This is an optimization exercise on Yosys and OpenROAD, whose aim is small area, a short achievable clock period and few clock cycles, not a production implementation. Function was checked by simulation only, so behaviour that the tests miss may differ from the original. Power figures rest on the tool's default switching activity, not on a simulated workload.

Setup of job 4209:
Design ifsb_codec, start of the top module:
module ifsb_codec (
    input  wire        clk,
    input  wire        rst,
    input  wire        req_valid,
    input  wire [7:0]  req_data,
    output wire        req_ready,
    output wire        dout_valid,
    output wire [7:0]  dout_data,
    input  wire        dout_ready,
    output wire        rsp_valid,
    input  wire        rsp_ready,
    output wire [3:0]  rsp_code,
    output wire        rsp_has_status,
    output wire [7:0]  rsp_status,
    output wire [15:0] rsp_value,
    output wire [7:0]  rsp_consumed,
    output wire [31:0] rsp_info
);
    localparam [3:0] R_OK          = 4'd0;
    localparam [3:0] R_NO_RESPONSE = 4'd1;
    localparam [3:0] R_NOOP        = 4'd2;
    localparam [3:0] R_SYNC_ERR    = 4'd3;
    localparam [3:0] R_TRUNCATED   = 4'd4;
    localparam [3:0] R_LEN_ERR     = 4'd5;
    localparam [3:0] R_CRC_ERR     = 4'd6;
    localparam [3:0] R_ENC_ERR     = 4'd7;
    localparam [3:0] R_ILLEGAL_OP  = 4'd11;
    localparam [15:0] K_FC = 16'h3DE3;    
    reg  [1:0]  hc;         
    reg         hv;         
    reg  [2:0]  op;
    reg         bad;        
    reg  [7:0]  cmd;
    reg  [7:0]  rem;        
    reg         dmode;      
  ...
==> flow/config.mk <==
export PLATFORM = sky130hd
export DESIGN_NAME = ifsb_codec
export DESIGN_NICKNAME = ifsb_codec
export VERILOG_FILES = /design/flow/design.v
export SDC_FILE = /design/flow/constraint.sdc
export NUM_CORES = 4
export LEC_CHECK = 0
export CAP_MARGIN = 20
export CORE_MARGIN = 2
export CORE_UTILIZATION = 40
export SLEW_MARGIN = 20
==> flow/constraint.sdc <==
create_clock -name core_clock -period 10.0 [get_ports {clk}]
set_input_delay 2.0000 -clock core_clock [delete_from_list [all_inputs] [get_ports {clk}]]
set_output_delay 2.0000 -clock core_clock [all_outputs]
set_load 0.01 [all_outputs]
standard.sh (not shown) runs the stock make flow with config.mk's settings and CLKGATE_MAP_FILE= SYNTH_SCRIPT=/design/flow/synth_recipe.tcl, a recipe that flattens the netlist after the stock synthesis.
==> flow/flow/run.sh <==
#!/bin/bash
set -euo pipefail
bash standard.sh SETUP_SLACK_MARGIN=6.8 \
  "BUFFER_PORTS_ARGS=-buffer_cell sky130_fd_sc_hd__buf_2" \
  finish > standard_flow.log 2>&1
Job 4209 ended with every stage complete and zero timing, DRC or antenna violations.
Testbench counts of job 4209, summed over its fixed seeds: cycles 72,419.
For job 5769, these inputs were changed with respect to job 4209:
==> flow/flow/run.sh <==
#!/bin/bash
set -euo pipefail
bash standard.sh SETUP_SLACK_MARGIN=6.9 \
  "BUFFER_PORTS_ARGS=-buffer_cell sky130_fd_sc_hd__buf_1" \
  finish > standard_flow.log 2>&1
Results
Comparing job 5769 with job 4209, the initial antenna violation count came out essentially unchanged.
Compared with job 4209, job 5769 shows power density relative to cell area that has gone up by a few percent.
Changes observed in job 5769 relative to job 4209: final core utilization climbed 1.5 points; post-route cell area shows an increase of 3.2%; signed area change from the synthesized netlist to the final layout climbed 3.7 points; clock-cell share of area went up.
Layout net count was lower in job 4209 than in job 5769.
Average wire length per cell after detail routing: job 4209 vs job 5769, no meaningful difference
Job 5769: post-placement worst setup slack 140 ps below job 4209
Setup changes, job 5769 to job 5191
--- a/flow/flow/run.sh
+++ b/flow/flow/run.sh
@@ -3 +3 @@
-bash standard.sh SETUP_SLACK_MARGIN=6.9 \
+bash standard.sh SETUP_SLACK_MARGIN=6.7 \
@@ -4,0 +5 @@
+  "CTS_ARGS=-sink_clustering_enable -repair_clock_nets -root_buf sky130_fd_sc_hd__clkbuf_16 -buf_list sky130_fd_sc_hd__clkbuf_8" \
==> results.txt <==
Job 5191 — detailed router's first-iteration violation count about 17% higher, job 5769 as reference. CTS clock-pin slew for the worst setup and hold paths: job 5191 vs job 5769, no meaningful difference. Cmp job 5191 vs job 5769: number of setup buffers added after CTS lower in job 5191. Job 5191 — relative area change from synthesis to final layout 8.0 points lower, job 5769 as reference. Between job 5191 and job 5769, it is job 5191 whose global-route usage is lower, by 0.82 points. Tightest slew margin relative to the limit in job 5191 vs job 5769: up 0.34 points. Taking job 5769 as the reference, in job 5191 minimum setup slack after placement fell by 140 ps; worst hold slack stayed essentially flat; number of gates on the worst path with buffers counted rose by 4; power fell by 0.00024 W; fraction of area in multi-input gates rose by 2.3 points.
Changes in job 9669 relative to job 5191:
--- a/flow/flow/run.sh
+++ b/flow/flow/run.sh
@@ -3 +3 @@
-bash standard.sh SETUP_SLACK_MARGIN=6.7 \
+bash standard.sh SETUP_SLACK_MARGIN=6.8 \
## What came out
- The cell-internal power of job 5191 and that of job 9669 are within noise of each other.
- Job 5191 → job 9669: reported clock group power now sits lower; post-layout instance area now sits higher; power in combinational cells now sits higher; share of the cycle needed by the critical path after routing now sits lower.
- Delta (job 9669 minus job 5191): routing usage on met3 moved down, non-clock buffer count rose 3.
- Compared with job 5191, in job 9669 routability-driven placement congestion ratio went down 0.039; maximum operating frequency shows an increase of 3.6%; cell count flat.
- Job 9669 completed every stage of the flow, and the final layout passed the timing, DRC and antenna checks.

v45:
ifsb_codec, a different RTL version from the one above (not shown whole).
Size in the first run: ~940 cells after synthesis, about 120 flip-flops, roughly 93 I/O pins.
clock: 10.0 ns
lec_check: 0
cap_margin: 20
core_margin: 2
core_utilization: 40
slew_margin: 20
==> flow/flow/run.sh <==
#!/bin/bash
set -euo pipefail
bash standard.sh SETUP_SLACK_MARGIN=7.5 finish > standard_flow.log 2>&1
v45 has completed all stages; timing, DRC and antenna checks passed.
Testbench counts of v45, summed over its fixed seeds: cycles 72,419.
Relative to v45, the following input files were edited for v36:
==> flow/flow/run.sh <==
#!/bin/bash
set -euo pipefail
bash standard.sh SETUP_SLACK_MARGIN=7.5 "BUFFER_PORTS_ARGS=-buffer_cell sky130_fd_sc_hd__buf_1" finish > standard_flow.log 2>&1
--- outcome ---
v36 has instance area at placement below what v45 had.
Between v45 and v36, the first-pass detailed-route iteration total is lower for v36.
The destination of the critical timing path comes out abuf[2] in one run and abuf[3] in the other, namely in v36 and v45 respectively.
Comparing met3 routed wirelength for v45 and v36, the bigger number came from v45.
When v36 is set beside v45, its wire length turns out to be 1.2% smaller.
Between v45 and v36, sequential cell area share is lower for v45, v36 comes in above that.
Delta (v36 minus v45): sequential cell area held steady, worst hold slack after final layout moved up, design area has decreased, final cell count without fillers down 11.
Changes in v43 relative to v36:
==> flow/run.sh (new file) <==
#!/bin/bash
# synth_recipe.tcl (not shown) runs the flow's synth.tcl, then flattens the netlist and writes it again
# the make line also repeats each setting of config.mk as NAME=value (left out here)
make -C /OpenROAD-flow-scripts/flow DESIGN_CONFIG=/design/flow/config.mk WORK_HOME=/design/flow/orfs CLKGATE_MAP_FILE= SYNTH_SCRIPT=/design/flow/synth_recipe.tcl finish
removed: flow/flow/run.sh
removed: flow/standard.sh
Results
v43 vs v36 — switching power total dropped by a little under 10%. Compared with v36, footprint of the multi-input gates in v43 decreased by more than 10%. v36 was larger in final cell area than v43. Internal power contribution delta for v43 relative to v36: 0.11 mW lower. Relative to v36, pin count of the biggest net entering global routing has increased by 2.3% in v43. In the flow results for v43 and v36, the final cell count without fillers is larger on v36. Going from v36 to v43, instance area at placement grows by 2.2%.

[what the ideal ports hide]
In the flow no input, the clock included, has a driving cell. The finished layouts below were timed again as built, in two steps.
Step 1 (the two cells are an assumption about what drives the block):
set clk [get_ports {clk}]
set_driving_cell -lib_cell sky130_fd_sc_hd__clkbuf_16 $clk
set_driving_cell -lib_cell sky130_fd_sc_hd__buf_2 [delete_from_list [all_inputs] $clk]
Step 2 also shifts input and output timing later by t, the mid clock arrival at the registers, as if the neighbouring blocks saw the same clock.
Three values: ideal, step 1, step 2; two values: the first two.
run	t, ns	setup slack, ns	worst hold slack (ns)	worst setup path after step 2	clock arrival spread, ns
job 4209	0.476	6.817 / 6.774 / 6.396	0.455 / 0.455 / 0.455	input to register	0.012 / 0.012
job 5769	0.468	6.921 / 6.880 / 6.488	0.456 / 0.456 / 0.456	input to register	0.010 / 0.010
job 5191	0.419	6.752 / 6.771 / 6.351	0.457 / 0.457 / 0.457	input to register	0.019 / 0.019
job 9669	0.421	6.864 / 6.817 / 6.490	0.457 / 0.457 / 0.457	input to register	0.017 / 0.016
v45	0.469	6.190 / 6.205 / 5.736	0.451 / 0.451 / 0.451	input to register	0.012 / 0.012
v36	0.486	6.218 / 6.250 / 5.763	0.479 / 0.479 / 0.479	input to register	0.015 / 0.015
v43	0.470	4.826 / 4.848 / 4.378	0.456 / 0.456 / 0.456	input to register	0.012 / 0.012
After both steps setup and hold are still met in every run listed. The setup slack of v36, which loses most, moves by +0.032 ns with the drivers and by -0.455 ns with both steps.
